Background: an optimization exercise with open tools, aiming at small area, a short achievable clock period and few clock cycles. Do not read the settings as production practice.
Only simulation tests tie the RTL to the original design; equivalence was not proved.
Power figures rest on the tool's default switching activity, not on a simulated workload. The flow treats the clock pin as an ideal source, which a real chip does not have.

== run A ==
==> flow/design.v (excerpt) <==
module c2b_rx (
    input  wire       clk,
    input  wire       rst,           
    input  wire       rx_valid,
    input  wire [8:0] rx_word,
    output wire       rx_ready,
    output wire       out_valid,
    output wire [7:0] out_data,
    output wire       out_sof,
    output wire       out_eof,
    output wire       err_crc,
    output wire       err_overrun
);
Settings: LEC_CHECK=0, CAP_MARGIN=20, CORE_MARGIN=2, CORE_UTILIZATION=65, CTS_CLUSTER_DIAMETER=60, CTS_CLUSTER_SIZE=28, PLACE_DENSITY=0.75, SETUP_SLACK_MARGIN=5, SLEW_MARGIN=20; clock period 9.0 ns.
run.sh (not shown) runs the stock make flow with config.mk's settings and CLKGATE_MAP_FILE= SYNTH_SCRIPT=/design/flow/synth_recipe.tcl, a recipe that flattens the netlist after the stock synthesis.
Testbench counts of run A, summed over its fixed seeds: cycles 65,954.
The following lists how run B was set up differently from run A:
- a deleted SETUP_SLACK_MARGIN that had been 5
==> flow/flow/run.sh (new file) <==
#!/bin/bash
# Standard layout (the standard.sh: ORFS synthesis through finish), with
# the port buffers made of plain buffers instead of the delay cells that
# buffer_ports picks by default, timing repair aimed 6 ns below the clock
# period, and clock tree synthesis without dummy loads.
set -euo pipefail
export BUFFER_PORTS_ARGS="-buffer_cell sky130_fd_sc_hd__buf_4"
export SETUP_SLACK_MARGIN=6
export CTS_ARGS="-sink_clustering_enable -repair_clock_nets -sink_clustering_size 28 -sink_clustering_max_diameter 60 -dont_use_dummy_load"
bash standard.sh > standard.log 2>&1
==> flow/standard.sh (new file) <==
#!/bin/bash
# synth_recipe.tcl (not shown) runs the flow's synth.tcl, then flattens the netlist and writes it again
# the make line also repeats each setting of config.mk as NAME=value (left out here)
make -C /OpenROAD-flow-scripts/flow DESIGN_CONFIG=/design/flow/config.mk WORK_HOME=/design/flow/orfs CLKGATE_MAP_FILE= SYNTH_SCRIPT=/design/flow/synth_recipe.tcl "${@:-finish}"
removed: flow/run.sh
## What came out
Every stage of the flow completed for run B, and the final layout passed the timing, DRC and antenna checks.
Cell depth of the worst flop-to-flop path: run B > run A
Summary of run B over run A: final cell count saw a decrease; combined flip-flop and latch cell area ~0 delta.
Against run A, run B comes in 2.6% lower on ratio of total power to cell area.
On setup slack, run B does better than run A.
Diff run A -> run B: sequential power share rose 2.5 points, global-route usage over all layers fell 0.19 points.
diff inputs: run B => run C
- a change of PLACE_DENSITY from 0.75 to 0.7
- a change of CORE_UTILIZATION from 65 to 60
==> flow/flow/run.sh <==
#!/bin/bash
# Standard layout (the standard.sh: ORFS synthesis through finish), with
# the port buffers made of plain buffers instead of the delay cells that
# buffer_ports picks by default, timing repair aimed 6.15 ns below the clock
# period, and clock tree synthesis without dummy loads.
set -euo pipefail
export BUFFER_PORTS_ARGS="-buffer_cell sky130_fd_sc_hd__buf_4"
export SETUP_SLACK_MARGIN=6.15
export CTS_ARGS="-sink_clustering_enable -repair_clock_nets -sink_clustering_size 28 -sink_clustering_max_diameter 60 -dont_use_dummy_load"
bash standard.sh > standard.log 2>&1
Findings:
Run C closes out successfully: all stages finished, all timing, DRC and antenna checks passed. Run B: flow completed, timing, DRC and antenna clean. Looking at total net switching power across both flows, run C is the stronger of the two, with run B trailing. Compared with run B, run C shows met2 routing resource usage after global routing lower by 4.8 points. Count of clock-buffer cells in the layout (lower): run B. Run C vs. run B: setup slack after layout ~0 delta, die extent in x +11 microns, antenna cell count +1, via count of the first global-routing pass -about 2.7%, share of final layout cell area taken by non-clock buffers ~0 delta. Comparing run B with run C, the minimum clock period came out essentially unchanged. Via density per instance ended up about 3% lower on run C than on run B. Diff run C and run B: routed wire length lower in run C.
> inputs changed (run C -> run D)
- PLACE_DENSITY: 0.7 -> 0.75
- CORE_UTILIZATION: 60 -> 65
### Flow results
Share of final layout cell area taken by clock buffers and inverters is lower on run D
Compared with run C, in run D die area now sits lower, non-clock buffer instance count of the final layout now larger, global-route track usage on met3 went up, number of clock-tree buffers in the layout now smaller.
Run D against run C; total power of the final layout is down slightly.
Delta (run D minus run C): buffering stage count on the worst path with inverters included held steady, critical path depth roughly the same, sequential cell area share went up by 0.32 points.


c2b_rx again, from the RTL that the note above started with.
export LEC_CHECK = 0
export CAP_MARGIN = 20
export CORE_MARGIN = 2
export CORE_UTILIZATION = 65
export CTS_CLUSTER_DIAMETER = 60
export CTS_CLUSTER_SIZE = 28
export PLACE_DENSITY = 0.75
export SLEW_MARGIN = 20
create_clock -name core_clock -period 9.0 [get_ports {clk}]
standard.sh (not shown) runs the stock make flow with config.mk's settings and CLKGATE_MAP_FILE= SYNTH_SCRIPT=/design/flow/synth_recipe.tcl, a recipe that flattens the netlist after the stock synthesis.
==> flow/flow/run.sh <==
#!/bin/bash
# Standard layout (the standard.sh: ORFS synthesis through finish), with
# the port buffers made of plain buffers instead of the delay cells that
# buffer_ports picks by default, timing repair aimed 6.3 ns below the clock
# period, and clock tree synthesis without dummy loads.
set -euo pipefail
export BUFFER_PORTS_ARGS="-buffer_cell sky130_fd_sc_hd__buf_4"
export SETUP_SLACK_MARGIN=6.3
export CTS_ARGS="-sink_clustering_enable -repair_clock_nets -sink_clustering_size 28 -sink_clustering_max_diameter 60 -dont_use_dummy_load"
bash standard.sh > standard.log 2>&1
Testbench counts at the start, summed over its fixed seeds: cycles 65,954.
Edit:
==> flow/flow/run.sh (replaced) <==
#!/bin/bash
# Standard layout (the standard.sh: ORFS synthesis through finish), with
# the port buffers made of plain buffers instead of the delay cells that
# buffer_ports picks by default, timing repair aimed 6.15 ns below the clock
# period, and clock tree synthesis without dummy loads.
set -euo pipefail
export BUFFER_PORTS_ARGS="-buffer_cell sky130_fd_sc_hd__buf_4"
export SETUP_SLACK_MARGIN=6.15
export CTS_ARGS="-sink_clustering_enable -repair_clock_nets -sink_clustering_size 32 -sink_clustering_max_diameter 70 -dont_use_dummy_load"
bash standard.sh > standard.log 2>&1
--- a/flow/config.mk
+++ b/flow/config.mk
@@ -8,7 +8,7 @@
 export CAP_MARGIN = 20
 export CORE_MARGIN = 2
-export CORE_UTILIZATION = 65
-export CTS_CLUSTER_DIAMETER = 60
-export CTS_CLUSTER_SIZE = 28
-export PLACE_DENSITY = 0.75
+export CORE_UTILIZATION = 70
+export CTS_CLUSTER_DIAMETER = 70
+export CTS_CLUSTER_SIZE = 32
+export PLACE_DENSITY = 0.8
 export SLEW_MARGIN = 20
Result: The changed run passed the timing, DRC and antenna checks; worst setup slack got worse by 45 ps; hold slack stays flat; via count grows by 0.80%; critical path depth stays the same; synthesized cell count stays the same; routed wire length grows by 7.8%; design area shrinks by 1.1%; total power shrinks by 2.4%; first-iteration DRC count grows by 17%; fmax shrinks by 1.5%; global-route usage grows by 3.4 points.


ember:
Starting RTL as in the previous note.
==> flow/config.mk <==
export PLATFORM = sky130hd
export DESIGN_NAME = c2b_rx
export DESIGN_NICKNAME = c2b_rx
export VERILOG_FILES = /design/flow/design.v
export SDC_FILE = /design/flow/constraint.sdc
export NUM_CORES = 4
export LEC_CHECK = 0
export CAP_MARGIN = 20
export CORE_MARGIN = 2
export CORE_UTILIZATION = 65
export CTS_CLUSTER_DIAMETER = 60
export CTS_CLUSTER_SIZE = 28
export PLACE_DENSITY = 0.75
export SLEW_MARGIN = 20
==> flow/constraint.sdc <==
create_clock -name core_clock -period 9.0 [get_ports {clk}]
set_input_delay 1.8000 -clock core_clock [delete_from_list [all_inputs] [get_ports {clk}]]
set_output_delay 1.8000 -clock core_clock [all_outputs]
set_load 0.01 [all_outputs]
==> flow/flow/run.sh <==
#!/bin/bash
# Standard layout (the standard.sh: ORFS synthesis through finish), with
# the port buffers made of plain buffers instead of the delay cells that
# buffer_ports picks by default, timing repair aimed 6.15 ns below the clock
# period, and clock tree synthesis without dummy loads, with smaller leaf buffers.
set -euo pipefail
export BUFFER_PORTS_ARGS="-buffer_cell sky130_fd_sc_hd__buf_4"
export SETUP_SLACK_MARGIN=6.15
export CTS_ARGS="-sink_clustering_enable -repair_clock_nets -sink_clustering_size 22 -sink_clustering_max_diameter 50 -sink_clustering_buffer sky130_fd_sc_hd__clkbuf_8 -dont_use_dummy_load"
bash standard.sh > standard.log 2>&1
ember: all stages complete, timing, DRC and antenna checks passed
Testbench counts of ember, summed over its fixed seeds: cycles 65,954.
Here is what was changed in the inputs of quartz compared with ember.
--- a/flow/flow/run.sh
+++ b/flow/flow/run.sh
@@ -9 +9 @@
-export CTS_ARGS="-sink_clustering_enable -repair_clock_nets -sink_clustering_size 22 -sink_clustering_max_diameter 50 -sink_clustering_buffer sky130_fd_sc_hd__clkbuf_8 -dont_use_dummy_load"
+export CTS_ARGS="-sink_clustering_enable -repair_clock_nets -sink_clustering_size 16 -sink_clustering_max_diameter 45 -sink_clustering_buffer sky130_fd_sc_hd__clkbuf_8 -dont_use_dummy_load"
quartz was carried through to the last stage, and its layout satisfied the timing, DRC and antenna checks. Changes observed in quartz relative to ember: via count moved up, CTS buffer count higher, count of clock-buffer cells in the layout went up by 25%, cell area went up by 0.84%.
### quartz -> willow
==> flow/flow/run.sh <==
#!/bin/bash
# Standard layout (the standard.sh: ORFS synthesis through finish), with
# the port buffers made of plain buffers instead of the delay cells that
# buffer_ports picks by default, timing repair aimed 5 ns below the clock
# period, and clock tree synthesis without dummy loads.
set -euo pipefail
export BUFFER_PORTS_ARGS="-buffer_cell sky130_fd_sc_hd__buf_4"
export SETUP_SLACK_MARGIN=5
export CTS_ARGS="-sink_clustering_enable -repair_clock_nets -sink_clustering_size 28 -sink_clustering_max_diameter 60 -dont_use_dummy_load"
bash standard.sh > standard.log 2>&1
==> comparison <==
Having completed the whole flow, willow delivered a layout that passed the timing, DRC and antenna checks. As far as number of buffers on the longest clock path goes, quartz and willow are indistinguishable; the numbers are identical. Summary of willow over quartz: met1 wire length now larger; area of all sequential standard cells comparable; setup slack now smaller. Summary of willow over quartz: share of the core filled with cells went down 0.16 points; met1 usage increased 0.43 points; CTS buffer count now smaller.

-- afterwards: timing with drivers on the ports --
The results above use ideal ports. As a check the final layouts listed here were re-extracted and re-timed, cells and wires unchanged. Step 1: set_driving_cell puts a clkbuf_16 on clk and a buf_2 on each other input, an assumption about the parent block. Step 2, shift: input delay + t, output delay - t, t = (earliest + latest rising clock arrival at the registers) / 2. This alone moves slack from input paths to output paths. Slacks: no drivers / after step 1 / after step 2; pairs: no drivers / after step 1.
run | shift t [ns] | setup WS [ns] | hold WS [ns] | pins driven straight from the clock port
run A | 0.737 | 5.302 / 5.336 / 4.599 | 0.306 / 0.306 / 0.306 | 1
run B | 0.700 | 6.038 / 5.974 / 5.671 | 0.263 / 0.263 / 0.263 | 1
run C | 0.700 | 6.037 / 5.975 / 5.639 | 0.255 / 0.255 / 0.255 | 1
run D | 0.706 | 6.044 / 5.980 / 5.582 | 0.265 / 0.265 / 0.265 | 1
the first run of note 2 | 0.714 | 6.034 / 5.970 / 5.720 | 0.269 / 0.269 / 0.269 | 1
the second run of note 2 | 0.700 | 5.989 / 5.925 / 5.662 | 0.270 / 0.270 / 0.270 | 1
ember | 0.732 | 5.997 / 5.933 / 5.646 | 0.249 / 0.249 / 0.249 | 1
quartz | 0.734 | 6.021 / 5.958 / 5.653 | 0.293 / 0.293 / 0.293 | 1
willow | 0.722 | 5.787 / 5.787 / 5.203 | 0.273 / 0.273 / 0.273 | 1
After both steps setup and hold are still met in every run listed. For run A, which loses most, drivers alone change the setup slack by +0.034 ns; drivers and shift together by -0.703 ns.
